Context: an optimization exercise on an open-source flow, tuned for a short achievable clock period and few clock cycles. The choices shown serve that exercise and are no tape-out recipe. Only simulation tests tie the RTL to the original design; equivalence was not proved. No activity file was given, so power comes from the tool's default toggle rates.

## design.v

```verilog
module bjt_cpu (
    input  wire        clk,
    input  wire        rst,         
    output wire [15:0] rom_addr,
    input  wire [7:0]  rom_rdata,
    output reg  [15:0] ram_addr,
    output reg  [7:0]  ram_wdata,
    output reg         ram_we,
    input  wire [7:0]  ram_rdata,
    output wire        halted,
    input  wire [4:0]  dbg_sel,
    output reg  [7:0]  dbg_data
);
    reg [15:0] pc;
    reg [7:0]  stage0, stage1, stage2;
    reg [1:0]  fcount;
    reg [2:0]  mstep;
    reg        halt_r;
    reg [7:0]  ra, rb, rc, rsp, rbp, rbnk, radr;
    reg        fz, fc, fo, fn;
    assign halted = halt_r;
    function [7:0] rdreg;
        input [3:0] idx;
        begin
            case (idx)
                4'h0:    rdreg = ra;
                4'h1:    rdreg = rb;
                4'h2:    rdreg = rc;
                4'hA:    rdreg = rsp;
                4'hB:    rdreg = rbp;
                4'hE:    rdreg = rbnk;
                4'hF:    rdreg = radr;
                default: rdreg = 8'h00;
            endcase
        end
    endfunction
    function [1:0] ilen;
        input [3:0] fam;
        begin
            case (fam)
                4'h0, 4'h2, 4'h3, 4'hF: ilen = 2'd1;
                4'hC, 4'hD, 4'hE:       ilen = 2'd3;
                default:                ilen = 2'd2;
            endcase
        end
    endfunction
    wire [3:0] fam   = stage0[7:4];
    wire [3:0] sub   = stage0[3:0];
    wire [3:0] f_d   = stage0[3:0];
    wire [3:0] f_a   = stage1[7:4];
    wire [3:0] f_b   = stage1[3:0];
    wire [15:0] target = {stage1, stage2};
    wire fetching = (fcount == 2'd0) || (fcount < ilen(fam));
    wire exec     = !halt_r && !fetching;
    wire is_stop  = (fam == 4'h0) && (sub == 4'h0);
    wire is_ret   = (fam == 4'h0) && (sub == 4'h1);
    wire is_pcall = (fam == 4'h0) && (sub == 4'h2);
    wire is_push  = (fam == 4'h1) && (sub == 4'h0);
    wire is_sto   = (fam == 4'h1) && (sub == 4'h1);
    wire is_cmp   = (fam == 4'h1) && (sub == 4'h2);
    wire is_pop   = (fam == 4'h2);
    wire is_ldrom = (fam == 4'h3);
    wire is_add   = (fam == 4'h4);
    wire is_adc   = (fam == 4'h5);
    wire is_stidx = (fam == 4'h6);
    wire is_sub   = (fam == 4'h7);
    wire is_sbc   = (fam == 4'h8);
    wire is_ldidx = (fam == 4'h9);
    wire is_imm   = (fam == 4'hA);
    wire is_nand  = (fam == 4'hB);
    wire is_iadd  = (fam == 4'hC);
    wire is_isub  = (fam == 4'hD);
    wire is_ldram = (fam == 4'hF);
    wire is_jmp   = (fam == 4'hE) && (sub == 4'h0);
    wire is_call  = (fam == 4'hE) && (sub == 4'h1);
    wire is_jz    = (fam == 4'hE) && (sub == 4'h2);
    wire is_jn    = (fam == 4'hE) && (sub == 4'h3);
    wire is_jc    = (fam == 4'hE) && (sub == 4'h4);
    wire is_jo    = (fam == 4'hE) && (sub == 4'h5);
    wire is_link  = is_call || is_pcall;
    wire [7:0] va    = rdreg(f_a);
    wire [7:0] vb    = rdreg(f_b);
    wire [7:0] vd    = rdreg(f_d);
    wire [7:0] idx_sum = va + vb;
    wire [7:0] rsp_inc = rsp + 8'd1;
    wire [7:0] rsp_dec = rsp - 8'd1;
    reg  [7:0] alu_res;
    reg  [7:0] alu_prev;
    reg        alu_additive;
    always @(*) begin
        alu_prev     = vd;
        alu_additive = 1'b1;
        case (fam)
            4'h4:    alu_res = va + vb;
            4'h5:    alu_res = va + vb + {7'd0, fc};
            4'h7:    alu_res = va - vb;
            4'h8:    alu_res = va - vb - {7'd0, fc};
            4'hC:    alu_res = va + stage2;
            4'hD:    alu_res = va - stage2;
            default: begin             
                alu_res      = va - vb;
                alu_prev     = va;
                alu_additive = 1'b0;
            end
        endcase
    end
    wire alu_flags = is_add || is_adc || is_sub || is_sbc ||
                     is_iadd || is_isub || is_cmp;
    assign rom_addr = fetching ? pc : {rbnk, radr};
    always @(*) begin
        ram_addr  = {rbnk, radr};
        ram_wdata = 8'h00;
        ram_we    = 1'b0;
        if (is_stidx || is_ldidx)
            ram_addr = {rbnk, idx_sum};
        else if (is_push || is_pop || is_link || is_ret)
            ram_addr = {8'hFF, rsp};
        if (exec) begin
            if (is_sto) begin
                ram_we    = 1'b1;
                ram_wdata = va;
            end
            if (is_stidx) begin
                ram_we    = 1'b1;
                ram_wdata = vd;
            end
            if (is_push && mstep == 3'd0) begin
                ram_we    = 1'b1;
                ram_wdata = va;
            end
            if (is_link) begin
                case (mstep)
                    3'd0: begin ram_we = 1'b1; ram_wdata = rbp;       end
                    3'd2: begin ram_we = 1'b1; ram_wdata = pc[7:0];   end
                    3'd4: begin ram_we = 1'b1; ram_wdata = pc[15:8];  end
                    default: ;
                endcase
            end
        end
    end
    reg       wb_en;
    reg [7:0] wb_val;
    always @(*) begin
        wb_en  = 1'b0;
        wb_val = alu_res;
        if (exec) begin
            if (is_add || is_adc || is_sub || is_sbc || is_iadd || is_isub || is_nand)
                wb_en = 1'b1;
            if (is_nand)
                wb_val = ~(va & vb);
            if (is_imm) begin
                wb_en  = 1'b1;
                wb_val = stage1;
            end
            if (is_ldrom) begin
                wb_en  = 1'b1;
                wb_val = rom_rdata;
            end
            if (is_ldram || is_ldidx) begin
                wb_en  = 1'b1;
                wb_val = ram_rdata;
            end
            if (is_pop && mstep == 3'd1) begin
                wb_en  = 1'b1;
                wb_val = ram_rdata;
            end
        end
    end
    reg done;
    always @(*) begin
        if (is_link)
            done = (mstep == 3'd6);
        else if (is_ret)
            done = (mstep == 3'd5);
        else if (is_push || is_pop)
            done = (mstep == 3'd1);
        else
            done = 1'b1;
    end
    always @(posedge clk) begin
        if (rst) begin
            pc     <= 16'h0000;
            stage0 <= 8'h00;
            stage1 <= 8'h00;
            stage2 <= 8'h00;
            fcount <= 2'd0;
            mstep  <= 3'd0;
            halt_r <= 1'b0;
            ra     <= 8'h00;
            rb     <= 8'h00;
            rc     <= 8'h00;
            rsp    <= 8'h00;
            rbp    <= 8'h00;
            rbnk   <= 8'h00;
            radr   <= 8'h00;
            fz     <= 1'b0;
            fc     <= 1'b0;
            fo     <= 1'b0;
            fn     <= 1'b0;
        end else if (!halt_r) begin
            if (fetching) begin
                case (fcount)
                    2'd0:    stage0 <= rom_rdata;
                    2'd1:    stage1 <= rom_rdata;
                    default: stage2 <= rom_rdata;
                endcase
                fcount <= fcount + 2'd1;
                pc     <= pc + 16'd1;
            end else if (is_stop) begin
                halt_r <= 1'b1;
            end else begin
                if (wb_en) begin
                    case (f_d)
                        4'h0: ra   <= wb_val;
                        4'h1: rb   <= wb_val;
                        4'h2: rc   <= wb_val;
                        4'hA: rsp  <= wb_val;
                        4'hB: rbp  <= wb_val;
                        4'hE: rbnk <= wb_val;
                        4'hF: radr <= wb_val;
                        default: ;
                    endcase
                end
                if (alu_flags) begin
                    fz <= (alu_res == 8'h00);
                    fn <= alu_res[7];
                    fo <= alu_res[7] && !alu_prev[7];
                    fc <= alu_additive && (alu_prev > alu_res);
                end
                if (is_jmp || (is_jz && fz) || (is_jn && fn) ||
                    (is_jc && fc) || (is_jo && fo))
                    pc <= target;
                if (is_push && mstep == 3'd1)
                    rsp <= rsp_inc;
                if (is_pop && mstep == 3'd0)
                    rsp <= rsp_dec;
                if (is_link) begin
                    case (mstep)
                        3'd1, 3'd3: rsp <= rsp_inc;
                        3'd5: begin
                            rsp <= rsp_inc;
                            pc  <= is_call ? target : {rbnk, radr};
                        end
                        3'd6: rbp <= rsp;
                        default: ;
                    endcase
                end
                if (is_ret) begin
                    case (mstep)
                        3'd0:       rsp <= rbp - 8'd1;
                        3'd1:       pc[15:8] <= ram_rdata;
                        3'd2, 3'd4: rsp <= rsp_dec;
                        3'd3:       pc[7:0] <= ram_rdata;
                        3'd5:       rbp <= ram_rdata;
                        default: ;
                    endcase
                end
                if (done) begin
                    stage0 <= 8'h00;
                    stage1 <= 8'h00;
                    stage2 <= 8'h00;
                    fcount <= 2'd0;
                    mstep  <= 3'd0;
                end else begin
                    mstep  <= mstep + 3'd1;
                end
            end
        end
    end
    always @(*) begin
        if (!dbg_sel[4])
            dbg_data = rdreg(dbg_sel[3:0]);
        else begin
            case (dbg_sel[3:0])
                4'h0:    dbg_data = {4'h0, fn, fo, fc, fz};
                4'h1:    dbg_data = pc[15:8];
                4'h2:    dbg_data = pc[7:0];
                default: dbg_data = 8'h00;
            endcase
        end
    end
endmodule
```

## run.sh

```bash
#!/bin/bash
# synth_recipe.tcl (not shown) runs the flow's synth.tcl, then flattens the netlist and writes it again
# the make line also repeats each setting of config.mk as NAME=value (left out here)
make -C /OpenROAD-flow-scripts/flow DESIGN_CONFIG=/design/flow/config.mk WORK_HOME=/design/flow/orfs CLKGATE_MAP_FILE= SYNTH_SCRIPT=/design/flow/synth_recipe.tcl finish
```

## config.mk

```make
export PLATFORM = sky130hd
export DESIGN_NAME = bjt_cpu
export DESIGN_NICKNAME = bjt_cpu
export VERILOG_FILES = /design/flow/design.v
export SDC_FILE = /design/flow/constraint.sdc
export NUM_CORES = 4
export LEC_CHECK = 0
export CAP_MARGIN = 20
export CORE_MARGIN = 2
export CORE_UTILIZATION = 40
export SLEW_MARGIN = 20
```

## constraint.sdc

```tcl
create_clock -name core_clock -period 7.0 [get_ports {clk}]
set_input_delay 1.4000 -clock core_clock [delete_from_list [all_inputs] [get_ports {clk}]]
set_output_delay 1.4000 -clock core_clock [all_outputs]
set_load 0.01 [all_outputs]
```

==> results.yml <==
floorplanning:
  coreArea_sq_mm: 0.02793
  io_pins: 73
  dieWidth_microns: 173.0
  die_h_microns: 173.0
  rows: 61
  dieArea_sq_mm: 0.02994
  initial_core_util: 0.4091
clocking:
  clock_tree.root_cell: "clkbuf_16"
  clk_pin_slew_ps: 90
  cts_tree: "yes"
  holdBufCountCts: 0
  cts_buffers: 9
  ctsResizeCount: 0
  cts_sinks: 106
  htree_levels: 3
  clk-insertion-delay-late_ps: 380
  post_cts_buffers: 0
  clockBufferDepth: 2
grt:
  grt_pass1_vias: 12450
  grt_max_degree: 66
  antenna_found_initial: 4
  grt_pass1_wl_microns: 84730
  grt_overflow: 0
  grt_use_total: 0.3783
yosys:
  ys_seq_area_frac: 0.1857
  ys.flop_type: "dfxtp_1"
  synthArstFlopShare: 0
  syn-num-nets: 1693
  yosys.cell_types.count: 81
  netlist_top_cells_area: "dfxtp_1 19%, mux2i_1 8.2%, nor2_1 6.7%, nand2_1 5.4%, ha_1 5.3%"
  synthTopCellsByCount: "203 x nor2_1, 164 x nand2_1, 109 x a21oi_1"
  syn-instance-count: 1619
  ys_warn_count: 1
  synth_edf_count: 0
  synth_area_sq_mm: 0.01143
  synth_area_per_cell_sq_um: 7.058
  synthMostInstantiatedCell: "nor2_1"
  yosysTopAreaCell: "dfxtp_1"
  ys_ff_latch: 106
  synth_top_area_frac: 0.1857
finish:
  layout.nets: 1690
  drive_gt1_frac: 0.06724
  area_delta_synth_final_pct: 12.12
power_and_ir_drop:
  p_switching_w: 0.003617
  switching_share: 0.5738
  peakVddDrop_v: 0.0005588
  powerDensity_mw_per_mm2: 492.0
  report.power.total_w: 0.006304
  power.leakage_nw: 4.714
  internal_power_w: 0.002686
  clock_power_share: 0.088
  sequentialPowerShare: 0.177
  combPwrFrac: 0.735
worst_hold_path:
  min_from: "fcount[1]$_SDFFE_PP0P_"
  hold_class: "flip-flop to flip-flop"
  whs_path_depth: 2
  min_to: "fcount[1]$_SDFFE_PP0P_"
timing:
  final-setup-viol-count: 0
  min_period_over_period: 0.9269
  max_freq_mhz: 154.1
  hold_violations: 0
  period_needed_ps: 6488
  worst_pin_slew_ps: 1017
  relSlewSlack: 0.3162
  fin_worst_skew_ps: 19.89
  slew_violations: 0
  rsz0062_at_grt: "no"
  fin_tns_setup_ps: 0
detailed_routing:
  first_iter_violations: 2001
  drc_errors: 0
  vias_per_cell: 6.778
  dr.pass1.iters: 10
  via_count: 13577
  postRouteAntennaNets: 0
  routed_wl_microns: 58560
  wire_per_inst_microns: 29.23
place:
  gp_congestion: 1.028
  dp_hpwl_microns: 43510
  io_buffers: 72
worst_setup_path:
  arrival_ps: 5090
  setup.worst_path.end_class: "output pin"
  worstReg2RegEnd: "fc$_SDFFE_PP0P_"
  critical_path_class: "flip-flop to output pin"
  cp.required_ps: 5600
  ff2ff_setup_slack_ps: 880
  crit_path_start_kind: "flip-flop"
  r2r_cells: 16
  reg2reg_from: "stage1[6]$_SDFFE_PP0P_"
  cp_max_fo: 18
job:
  maxCapViolations: 0
outcome:
  status: "finished clean"
layout by cell type, fill, tap and decap left out, drive strengths merged, types with 20 or more instances in the layout:
| cell type | count |
|---|---|
| a211oi | 41 |
| a21oi | 110 |
| a221oi | 20 |
| a222oi | 32 |
| a22oi | 26 |
| buf | 54 |
| clkdlybuf4s50 | 71 |
| dfxtp | 106 |
| ha | 48 |
| inv | 60 |
| mux2i | 94 |
| nand2 | 164 |
| nand3 | 47 |
| nor2 | 204 |
| nor3 | 58 |
| o21ai | 92 |
| o22ai | 34 |
| or3 | 20 |
| xnor2 | 22 |
| xor2 | 20 |
cells by family after synthesis:
family,synth area share
fa+ha+maj,0.05781
mux,0.1001
compound gates,0.3067
simple gates,0.2500
flops,0.1857
xor+xnor,0.03219
buf+inv,0.06756
worst max-delay path by stage:
stage | start | to | slack (ps) | cells after the start
final | stage1[6]$_SDFFE_PP0P_ | ram_addr[5] | 510 | 10
after global routing | stage1[5]$_SDFFE_PP0P_ | ram_addr[6] | 270 | 14
after CTS | stage1[6]$_SDFFE_PP0P_ | ram_addr[5] | 610 | 10
after detailed placement | stage1[6]$_SDFFE_PP0P_ | ram_addr[5] | 1030 | 10
after global placement | stage1[3]$_SDFFE_PP0P_ | fc$_SDFFE_PP0P_ | 550 | 19
after floorplan | stage1[2]$_SDFFE_PP0P_ | fc$_SDFFE_PP0P_ | 1690 | 21
cell type report:
type | count | area, sq um
antenna | 4 | 10.01
clock buffer | 9 | 225.2
clock inverter | 7 | 86.33
fill | 2923 | 15120
inverter | 56 | 210.2
multi-input combinational | 1318 | 8569
sequential | 106 | 2122
tap | 378 | 473.0
timing repair buffer | 125 | 1116
sequential cells by signal, summed over array words and instances (netlist names):
signal  flops
fz          1
radr        8
fo          1
fn          1
fcount      2
rbp         8
stage0      8
pc         16
mstep       3
stage1      8
ra          8
rbnk        8
fc          1
stage2      8
rsp         8
rc          8
halt_r      1
rb          8
metrics by stage:
step,area [sq um],cells,util,hold WS (ps),setup slack [ps]
after floorplan,11430,1619,-,466.6,1686
after global placement,12460,1981,0.4462,535.8,546.6
after detailed placement,12480,1983,0.4469,536.9,1026
after CTS,12800,1999,0.4581,561.5,614.7
after global routing,12800,1999,0.4583,601.2,267.9
final,12810,2003,0.4587,552.8,511.6
critical path: stages, from the launching register on:
cell and delay [ps]:
dfxtp_1 950, mux4_2 610, a22oi_1 400, inv_1 250, ha_1 670, nor2b_1 160, a221o_1 350, a211oi_1 530
nor2_1 100, a21oi_1 140, clkdlybuf4s50_1 550
routing by layer:
layer | up-vias | track usage | share of wire
li1 | 6026 | - | -
met1 | 6353 | 0.4968 | 0.40
met2 | 978 | 0.5632 | 0.41
met3 | 220 | 0.1073 | 0.12
met4 | 0 | 0.1935 | 0.062
met5 | - | 0 | 0
power groups by stage:
stage | logic (W) | clock network (W) | registers (W)
5_1_grt | 0.00494 | 0.000582 | 0.00111
6_report | 0.00463 | 0.000558 | 0.00111
3_3_place_gp | 0.00445 | 0 | 0.00110
3_5_place_dp | 0.00445 | 0 | 0.00110
2_1_floorplan | 0.00314 | 0 | 0.000826
4_1_cts | 0.00448 | 0.000561 | 0.00109
Testbench counts, summed over its fixed seeds: cycles 221,819.

[port drivers added, routing unchanged]
The results above use ideal ports. As a check the final layout listed here was re-extracted and re-timed, cells and wires unchanged. Step 1 (the two cells are an assumption about what drives the block):
set clk [get_ports {clk}]
set_driving_cell -lib_cell sky130_fd_sc_hd__clkbuf_16 $clk
set_driving_cell -lib_cell sky130_fd_sc_hd__buf_2 [delete_from_list [all_inputs] $clk]
Step 2 times the ports against the registers' clock, not the clock port: input delays grow and output delays shrink by t, the midpoint of the rising clock arrivals with the driver on. a / b / c = ideal ports / drivers / drivers and shift; a / b = the first two.
t, ns: 0.419
setup slack, ns: 0.512 / 0.461 / 0.875
hold WS [ns]: 0.553 / 0.553 / 0.553
latest minus earliest clock arrival (ns): 0.020 / 0.020
worst data-port slew with drivers (ns): 0.04
After both steps setup and hold are still met in this run. The setup slack of this run moves by -0.051 ns with the drivers and by +0.363 ns with both steps.
